Background: an optimization exercise with open tools, aiming at small area, a short achievable clock period and few clock cycles. Do not read the settings as production practice.
At most, simulation tests tie the RTL to the original design; equivalence was not proved.
Power and IR drop assume default switching activity.

==> job 719 <==
==> flow/design.v (excerpt) <==
module meri_core (
    input  wire        clk,
    input  wire        rst,           
    input  wire        ld_we,         
    input  wire [7:0]  ld_addr,
    input  wire [7:0]  ld_data,
    input  wire        ld_len_we,     
    input  wire [8:0]  ld_len,
    input  wire        start,         
    input  wire [7:0]  dm_raddr,
    output wire [7:0]  dm_rdata,
    output wire [2:0]  status,
    output wire [7:0]  pc,
    output wire [1:0]  flags,         
    output wire [31:0] regs,          
    output wire [8:0]  len,
    output wire [2:0]  fault_cause,
    output wire [7:0]  fault_pc,
    output wire [8:0]  fault_value
);
make LEC_CHECK=0 CAP_MARGIN=20 CORE_MARGIN=2 CORE_UTILIZATION=55 CTS_CLUSTER_DIAMETER=100 CTS_CLUSTER_SIZE=25 SETUP_SLACK_MARGIN=4 SLEW_MARGIN=20 SYNTH_HIERARCHICAL=1 TNS_END_PERCENT=0 finish   # period 10.0 ns
run.sh (not shown) runs the stock make flow with config.mk's settings and CLKGATE_MAP_FILE= SYNTH_SCRIPT=/design/flow/synth_recipe.tcl, a recipe that flattens the netlist after the stock synthesis.
==> inputs of job 2337, as changes to job 719 <==
--- a/flow/design.v
+++ b/flow/design.v
@@ -64,18 +64,17 @@
     reg  [7:0]    x_a, x_b;
     reg           x_j;
     reg  [1:0]    x_cond;
     reg           x_pred;
     reg  [7:0]    x_tgt, x_fall;
     wire idle    = (status_q == ST_IDLE);
     wire running = (status_q == ST_RUNNING);
     wire [4:0]  idx_o = fa_q[7:3];
-    reg  [4:0]  ie_q;              
-    wire [4:0]  idx_e = ie_q;
+    wire [4:0]  idx_e = fa_q[7:3] + {4'd0, fa_q[2]};
     wire [31:0] even_w, odd_w;
     meri_bank u_pme (.d(pme_q), .idx(idx_e), .q(even_w));
     meri_bank u_pmo (.d(pmo_q), .idx(idx_o), .q(odd_w));
     wire [63:0] bw  = {odd_w, even_w};
     wire [7:0]  p8  = 8'd1 << fa_q[2:0];
     wire [31:0] ins;
     genvar jj;
     generate
@@ -111,36 +110,25 @@
     wire dk_mem   = mode[0];
     wire sk_mem   = mode[1];
     wire uses_src = is_mov || is_add || is_sub || is_cmp;
     wire dst_bad  = !dk_mem && (|a[7:2]);
     wire src_bad  = uses_src && !sk_mem && (|b[7:2]);
     wire need_dv  = dk_mem && !is_mov && !is_imm;
     wire need_sv  = sk_mem && uses_src;
     wire op2_jmp  = (op2 >= 8'd7) && (op2 <= 8'd10);
-    wire [7:0] op_al  = fa_q[2] ? odd_w[7:0] : even_w[7:0];
-    wire       jmp_al = (op_al >= 8'd7) && (op_al <= 8'd10);
     wire jmp1  = op_jmp;
-    wire pair  = (fa_q[1:0] == 2'd0) && !jmp_al && f_fits2 && op2_jmp;
+    wire pair  = !jmp1 && (fa_q[1:0] == 2'd0) && f_fits2 && op2_jmp;
     wire [1:0] j_op   = jmp1 ? op[1:0] : op2[1:0];
     wire       d_j    = jmp1 || pair;
     wire [1:0] d_cond = j_op - 2'd3;                      
-    wire       d_pred = j_op[0];                          
+    wire       d_pred = (j_op == 2'd3) || (j_op == 2'd1);
     wire [7:0] d_tgt  = jmp1 ? a : a2;
     wire [7:0] d_fall = pair ? fa8 : fa4;
-    wire s_a   = jmp1 && op[0];
-    wire s_a2  = pair && op2[0];
-    wire s_f8  = pair && !op2[0];
-    wire s_f4  = !s_a && !pair;
-    wire [7:0] f_next = (a & {8{s_a}}) | (a2 & {8{s_a2}}) | (fa8 & {8{s_f8}}) | (fa4 & {8{s_f4}});
-    function automatic [4:0] eidx(input [7:0] p);
-        eidx = p[7:3] + {4'd0, p[2]};
-    endfunction
-    wire [4:0] f_ie = (eidx(a) & {5{s_a}}) | (eidx(a2) & {5{s_a2}}) |
-                      (eidx(fa8) & {5{s_f8}}) | (eidx(fa4) & {5{s_f4}});
+    wire [7:0] f_next = (d_j && d_pred) ? d_tgt : d_fall;
     reg        d_end, d_hlt, d_flt, d_alu;
     reg [1:0]  d_fc;
     reg [8:0]  d_fv;
     always @(*) begin
         d_end = 1'b0; d_hlt = 1'b0; d_flt = 1'b0; d_alu = 1'b0;
         d_fc = 2'd0; d_fv = 9'd0;
         if (f_end) begin
             d_end = 1'b1;
@@ -167,17 +155,18 @@
     wire [7:0]  dm_rd;
     genvar gg_i;
     generate
         for (gg_i = 0; gg_i < 4; gg_i = gg_i + 1) begin : g_dmq
             meri_dmq u_q (.d(dm_q[512*gg_i +: 512]), .a_core(m_addr[5:0]), .a_obs(dm_raddr[5:0]),
                           .use_core(use_core), .q(dm_qt[8*gg_i +: 8]));
         end
     endgenerate
-    wire [3:0] dm_hi  = use_core ? (4'd1 << m_addr[7:6]) : (4'd1 << dm_raddr[7:6]);
+    wire [1:0] dm_hib = use_core ? m_addr[7:6] : dm_raddr[7:6];
+    wire [3:0] dm_hi  = 4'd1 << dm_hib;
     meri_or4x8 u_dm3 (.d(dm_qt), .sel(dm_hi), .q(dm_rd));
     assign dm_rdata = dm_rd;
     wire x_run  = running && x_v;
     wire x_exec = x_run && !x_end && !x_hlt && !x_flt;
     reg [7:0] ra, rb;
     always @(*) begin
         case (x_a[1:0])
             2'd0: ra = r0_q;
@@ -306,17 +295,16 @@
             status_q <= ST_IDLE;
             pc_q     <= 8'd0;
             flags_q  <= 2'd0;
             len_q    <= 9'd0;
             fcause_q <= 3'd0;
             fpc_q    <= 8'd0;
             fval_q   <= 9'd0;
             fa_q     <= 8'd0;
-            ie_q     <= 5'd0;
             mph2_q   <= 1'b0;
             ir_v     <= 1'b0;
             x_v      <= 1'b0;
         end else begin
             if (idle) begin
                 len_q <= len_nx;
                 if (start)
                     status_q <= ST_RUNNING;
@@ -333,35 +321,32 @@
                     fval_q   <= x_fv;
                 end else begin
                     flags_q <= {c_new, z_new};
                     pc_q    <= x_next;
                 end
             end
             if (mispred) begin
                 fa_q   <= x_next;
-                ie_q   <= (x_j && taken) ? eidx(x_tgt) : eidx(x_fall);
                 ir_v   <= 1'b0;
                 x_v    <= 1'b0;
                 mph2_q <= 1'b0;
             end else begin
                 if (m_ph1) begin
                     mph2_q <= 1'b1;
                     x_v    <= 1'b0;
                 end else begin
                     mph2_q <= 1'b0;
                     x_v    <= m_run;
                 end
                 if (m_mispred) begin
                     fa_q <= m_next;
-                    ie_q <= m_taken ? eidx(ir_tgt) : eidx(ir_fall);
                     ir_v <= 1'b0;
                 end else if (f_go) begin
                     fa_q <= f_next;
-                    ie_q <= f_ie;
                     ir_v <= 1'b1;
                 end else if (idle) begin
                     ir_v <= 1'b0;
                 end
             end
         end
     end
     always @(posedge clk) begin
@@ -553,18 +538,19 @@
 endmodule
 module meri_dmq (
     input  wire [511:0] d,
     input  wire [5:0]   a_core,
     input  wire [5:0]   a_obs,
     input  wire         use_core,
     output wire [7:0]   q
 );
-    wire [7:0]  lo  = use_core ? (8'd1 << a_core[2:0]) : (8'd1 << a_obs[2:0]);
-    wire [7:0]  mid = use_core ? (8'd1 << a_core[5:3]) : (8'd1 << a_obs[5:3]);
+    wire [5:0]  a   = use_core ? a_core : a_obs;
+    wire [7:0]  lo  = 8'd1 << a[2:0];
+    wire [7:0]  mid = 8'd1 << a[5:3];
     wire [63:0] g;
     genvar i;
     generate
         for (i = 0; i < 8; i = i + 1) begin : g_grp
             meri_or8x8 u_sel (.d(d[64*i +: 64]), .sel(lo), .q(g[8*i +: 8]));
         end
     endgenerate
     meri_or8x8 u_mid (.d(g), .sel(mid), .q(q));
==> flow/config.mk (replaced) <==
export PLATFORM = sky130hd
export DESIGN_NAME = meri_core
export DESIGN_NICKNAME = meri_core
export VERILOG_FILES = /design/flow/design.v
export SDC_FILE = /design/flow/constraint.sdc
export NUM_CORES = 4
export LEC_CHECK = 0
export CAP_MARGIN = 20
export CORE_MARGIN = 2
export CORE_UTILIZATION = 60
export CTS_CLUSTER_DIAMETER = 100
export CTS_CLUSTER_SIZE = 25
export SETUP_SLACK_MARGIN = 4
export SLEW_MARGIN = 20
export SYNTH_HIERARCHICAL = 1
export TNS_END_PERCENT = 0
==> inputs of job 3661, as changes to job 719 <==
--- a/flow/design.v
+++ b/flow/design.v
@@ -131,55 +131,42 @@
     wire s_f8  = pair && !op2[0];
     wire s_f4  = !s_a && !pair;
     wire [7:0] f_next = (a & {8{s_a}}) | (a2 & {8{s_a2}}) | (fa8 & {8{s_f8}}) | (fa4 & {8{s_f4}});
     function automatic [4:0] eidx(input [7:0] p);
         eidx = p[7:3] + {4'd0, p[2]};
     endfunction
     wire [4:0] f_ie = (eidx(a) & {5{s_a}}) | (eidx(a2) & {5{s_a2}}) |
                       (eidx(fa8) & {5{s_f8}}) | (eidx(fa4) & {5{s_f4}});
-    reg        d_end, d_hlt, d_flt, d_alu;
-    reg [1:0]  d_fc;
-    reg [8:0]  d_fv;
-    always @(*) begin
-        d_end = 1'b0; d_hlt = 1'b0; d_flt = 1'b0; d_alu = 1'b0;
-        d_fc = 2'd0; d_fv = 9'd0;
-        if (f_end) begin
-            d_end = 1'b1;
-        end else if (!f_fits) begin
-            d_flt = 1'b1; d_fc = FC_INCOMPLETE; d_fv = len_q - fa9;
-        end else if (op_unk) begin
-            d_flt = 1'b1; d_fc = FC_UNKNOWN_OP; d_fv = {1'b0, op};
-        end else if (op_hlt) begin
-            d_hlt = 1'b1;
-        end else if (op_jmp) begin
-        end else if (dst_bad) begin
-            d_flt = 1'b1; d_fc = FC_REG_RANGE; d_fv = {1'b0, a};
-        end else if (src_bad) begin
-            d_flt = 1'b1; d_fc = FC_REG_RANGE; d_fv = {1'b0, b};
-        end else begin
-            d_alu = 1'b1;
-        end
-    end
+    wire d_end = f_end;
+    wire d_flt = !f_end && (!f_fits || op_unk || (!op_hlt && !op_jmp && (dst_bad || src_bad)));
+    wire d_hlt = !f_end && f_fits && op_hlt;
+    wire d_alu = !f_end && f_fits && op_alu && !dst_bad && !src_bad;
+    wire [1:0] d_fc = !f_fits ? FC_INCOMPLETE : op_unk ? FC_UNKNOWN_OP : FC_REG_RANGE;
+    wire [8:0] d_fv = !f_fits ? len_q - fa9 : op_unk ? {1'b0, op} :
+                      dst_bad ? {1'b0, a} : {1'b0, b};
     wire m_run = running && ir_v;
     wire m_ph1 = m_run && ir_two && !mph2_q;      
     reg        use_core;
     wire [7:0] m_addr   = (ir_ndv && !mph2_q) ? ir_a : ir_b;
-    wire [31:0] dm_qt;
+    wire [63:0] dm_blk;
     wire [7:0]  dm_rd;
     genvar gg_i;
     generate
-        for (gg_i = 0; gg_i < 4; gg_i = gg_i + 1) begin : g_dmq
-            meri_dmq u_q (.d(dm_q[512*gg_i +: 512]), .a_core(m_addr[5:0]), .a_obs(dm_raddr[5:0]),
-                          .use_core(use_core), .q(dm_qt[8*gg_i +: 8]));
+        for (gg_i = 0; gg_i < 8; gg_i = gg_i + 1) begin : g_dmb
+            meri_dmb u_b (.d(dm_q[256*gg_i +: 256]), .a_core(m_addr[4:0]), .a_obs(dm_raddr[4:0]),
+                          .use_core(use_core), .q(dm_blk[8*gg_i +: 8]));
         end
     endgenerate
-    wire [3:0] dm_hi  = use_core ? (4'd1 << m_addr[7:6]) : (4'd1 << dm_raddr[7:6]);
-    meri_or4x8 u_dm3 (.d(dm_qt), .sel(dm_hi), .q(dm_rd));
-    assign dm_rdata = dm_rd;
+    wire [7:0] dm_hi = use_core ? (8'd1 << m_addr[7:5]) : (8'd1 << dm_raddr[7:5]);
+    wire [7:0] m_hi  = 8'd1 << m_addr[7:5];
+    wire [7:0] dm_obs;
+    meri_or8x8 u_dm3 (.d(dm_blk), .sel(dm_hi), .q(dm_obs));
+    meri_or8x8 u_dmc (.d(dm_blk), .sel(m_hi), .q(dm_rd));
+    assign dm_rdata = dm_obs;
     wire x_run  = running && x_v;
     wire x_exec = x_run && !x_end && !x_hlt && !x_flt;
     reg [7:0] ra, rb;
     always @(*) begin
         case (x_a[1:0])
             2'd0: ra = r0_q;
             2'd1: ra = r1_q;
             2'd2: ra = r2_q;
@@ -287,17 +274,17 @@
     wire m_known   = m_run && ir_j && !(m_wf && ir_udm) && !m_hazard;
     wire m_mispred = m_known && (m_taken != ir_pred) && !mispred;
     wire [7:0] m_next = m_taken ? ir_tgt : ir_fall;
     wire f_start = idle && start && !ld_len_we && !(ld_we && ld_addr[7:3] == 5'd0);
     wire f_go    = (running && !m_ph1) || f_start;
     wire [8:0] len_nx = (ld_len_we && ld_len <= 9'd256) ? ld_len : len_q;
     wire run_nx  = (running && !(x_run && (x_end || x_hlt || x_flt))) || (idle && start);
     wire irv_nx  = !mispred && !m_mispred && (f_go ? 1'b1 : (idle ? 1'b0 : ir_v));
-    wire udm_nx  = f_go ? (d_alu && (need_dv || need_sv)) : ir_udm;
+    wire udm_nx  = f_go ? (need_dv || need_sv) : ir_udm;
     wire xv_nx   = !mispred && !m_ph1 && m_run;
     wire xfin_nx = xv_nx && (ir_end || ir_hlt);
     always @(posedge clk) begin
         if (rst)
             use_core <= 1'b0;
         else
             use_core <= run_nx && irv_nx && udm_nx && !xfin_nx;
     end
@@ -413,17 +400,17 @@
             ir_inc  <= d_alu && is_inc;
             ir_dec  <= d_alu && is_dec;
             ir_cmp  <= d_alu && is_cmp;
             ir_dk   <= dk_mem;
             ir_sk   <= sk_mem;
             ir_ndv  <= need_dv;
             ir_nsv  <= need_sv;
             ir_two  <= d_alu && need_dv && need_sv;
-            ir_udm  <= d_alu && (need_dv || need_sv);
+            ir_udm  <= need_dv || need_sv;      
             ir_a    <= a;
             ir_b    <= b;
             ir_j    <= d_j;
             ir_cond <= d_cond;
             ir_pred <= d_pred;
             ir_tgt  <= d_tgt;
             ir_fall <= d_fall;
         end
@@ -546,26 +533,26 @@
     assign y = ~(a | b);
 endmodule
 module meri_nand2x32 (
     input  wire [31:0] a, b,
     output wire [31:0] y
 );
     assign y = ~(a & b);
 endmodule
-module meri_dmq (
-    input  wire [511:0] d,
-    input  wire [5:0]   a_core,
-    input  wire [5:0]   a_obs,
+module meri_dmb (
+    input  wire [255:0] d,
+    input  wire [4:0]   a_core,
+    input  wire [4:0]   a_obs,
     input  wire         use_core,
     output wire [7:0]   q
 );
     wire [7:0]  lo  = use_core ? (8'd1 << a_core[2:0]) : (8'd1 << a_obs[2:0]);
-    wire [7:0]  mid = use_core ? (8'd1 << a_core[5:3]) : (8'd1 << a_obs[5:3]);
-    wire [63:0] g;
+    wire [3:0]  mid = use_core ? (4'd1 << a_core[4:3]) : (4'd1 << a_obs[4:3]);
+    wire [31:0] g;
     genvar i;
     generate
-        for (i = 0; i < 8; i = i + 1) begin : g_grp
+        for (i = 0; i < 4; i = i + 1) begin : g_grp
             meri_or8x8 u_sel (.d(d[64*i +: 64]), .sel(lo), .q(g[8*i +: 8]));
         end
     endgenerate
-    meri_or8x8 u_mid (.d(g), .sel(mid), .q(q));
+    meri_or4x8 u_mid (.d(g), .sel(mid), .q(q));
 endmodule
==> flow/config.mk (replaced) <==
export PLATFORM = sky130hd
export DESIGN_NAME = meri_core
export DESIGN_NICKNAME = meri_core
export VERILOG_FILES = /design/flow/design.v
export SDC_FILE = /design/flow/constraint.sdc
export NUM_CORES = 4
export LEC_CHECK = 0
export CAP_MARGIN = 20
export CORE_MARGIN = 2
export CORE_UTILIZATION = 65
export CTS_CLUSTER_DIAMETER = 100
export CTS_CLUSTER_SIZE = 25
export PLACE_DENSITY = 0.7
export SETUP_SLACK_MARGIN = 4
export SLEW_MARGIN = 20
export SYNTH_HIERARCHICAL = 1
export TNS_END_PERCENT = 0
==> notes <==
Final cell count, lowest first: job 2337, job 3661, job 719. Count of clock-buffer cells in the layout: job 2337 > job 3661 > job 719. Between job 3661 and job 719, the lower final area is in job 719 (gap 1.2%, measured against job 719). Routed wire length, highest first: job 719, job 3661, job 2337. The highest total power belongs to job 3661, the lowest to job 719. In job 3661 the synthesized cell count is higher than in job 2337, by 3.7%. The highest setup slack belongs to job 3661, the lowest to job 2337.
==> figures <==
quantity	job 3661	job 2337	job 719
Run status	complete, no violations	complete, no violations	complete, no violations
Fin crit share	0.680	0.688	0.687
Routed length on met2	218 mm	219 mm	225 mm
Detail Placement HPWL	284 mm	283 mm	287 mm
Proportion of cell area occupied by multi-input gates	0.209	0.194	0.197
Overall die area	261,000 um^2	279,000 um^2	306,000 um^2
Capturing element of the worst setup path	dm_rdata[0]	dm_rdata[4]	dm_rdata[0]
Tapcell Cnt	3,384	3,589	3,958
Avg Vias per Cell	7.20	6.97	6.76
Net count of the mapped netlist	10,507	10,125	10,332
Clock transition at the register clock pins on the worst setup and hold paths after CTS	0.10 ns	0.09 ns	0.10 ns
Least-Margin Pin Slew	1.19 ns	1.15 ns	1.22 ns
Worst stage delay on the critical path	0.43 ns	0.43 ns	0.44 ns
Number of buffers and inverters on the critical path	4	4	3
WL per Instance	33.1 um	33.5 um	32.9 um
Testbench counts of job 719, summed over its fixed seeds: cycles 52,772.
Testbench counts of job 3661, summed over its fixed seeds: cycles 52,772.
Function not checked in job 2337: the RTL went through the layout flow alone.

[port drivers added, routing unchanged]
The flow's constraints put no driver on any port. The routed layouts listed below were extracted and timed again, unchanged, in two steps. Step 1 sets driving cells, clkbuf_16 on the clock port and buf_2 on the other inputs (assumed; they add their load-dependent delay and slew). Step 2 moves the port delays by t, midway between the first and last clock arrival at a register: inputs arrive t later, outputs are due t later. That takes back most of the time a late clock gives input paths. Three values: ideal, step 1, step 2; two values: the first two.
| run | t (ns) | setup slack, ns | worst setup path at the end | clock arrival spread, ns | worst slew at a driven data input, ns |
|---|---|---|---|---|---|
| job 719 | 1.014 | 3.133 / 3.048 / 2.177 | input to register | 0.045 / 0.045 | 0.22 |
| job 2337 | 1.010 | 3.119 / 3.069 / 3.069 | input to output | 0.045 / 0.045 | 0.17 |
| job 3661 | 1.005 | 3.204 / 3.031 / 3.031 | input to output | 0.067 / 0.068 | 0.19 |
After both steps setup and hold are still met in every run listed. For job 719, which loses most, drivers alone change the setup slack by -0.085 ns; drivers and shift together by -0.956 ns.
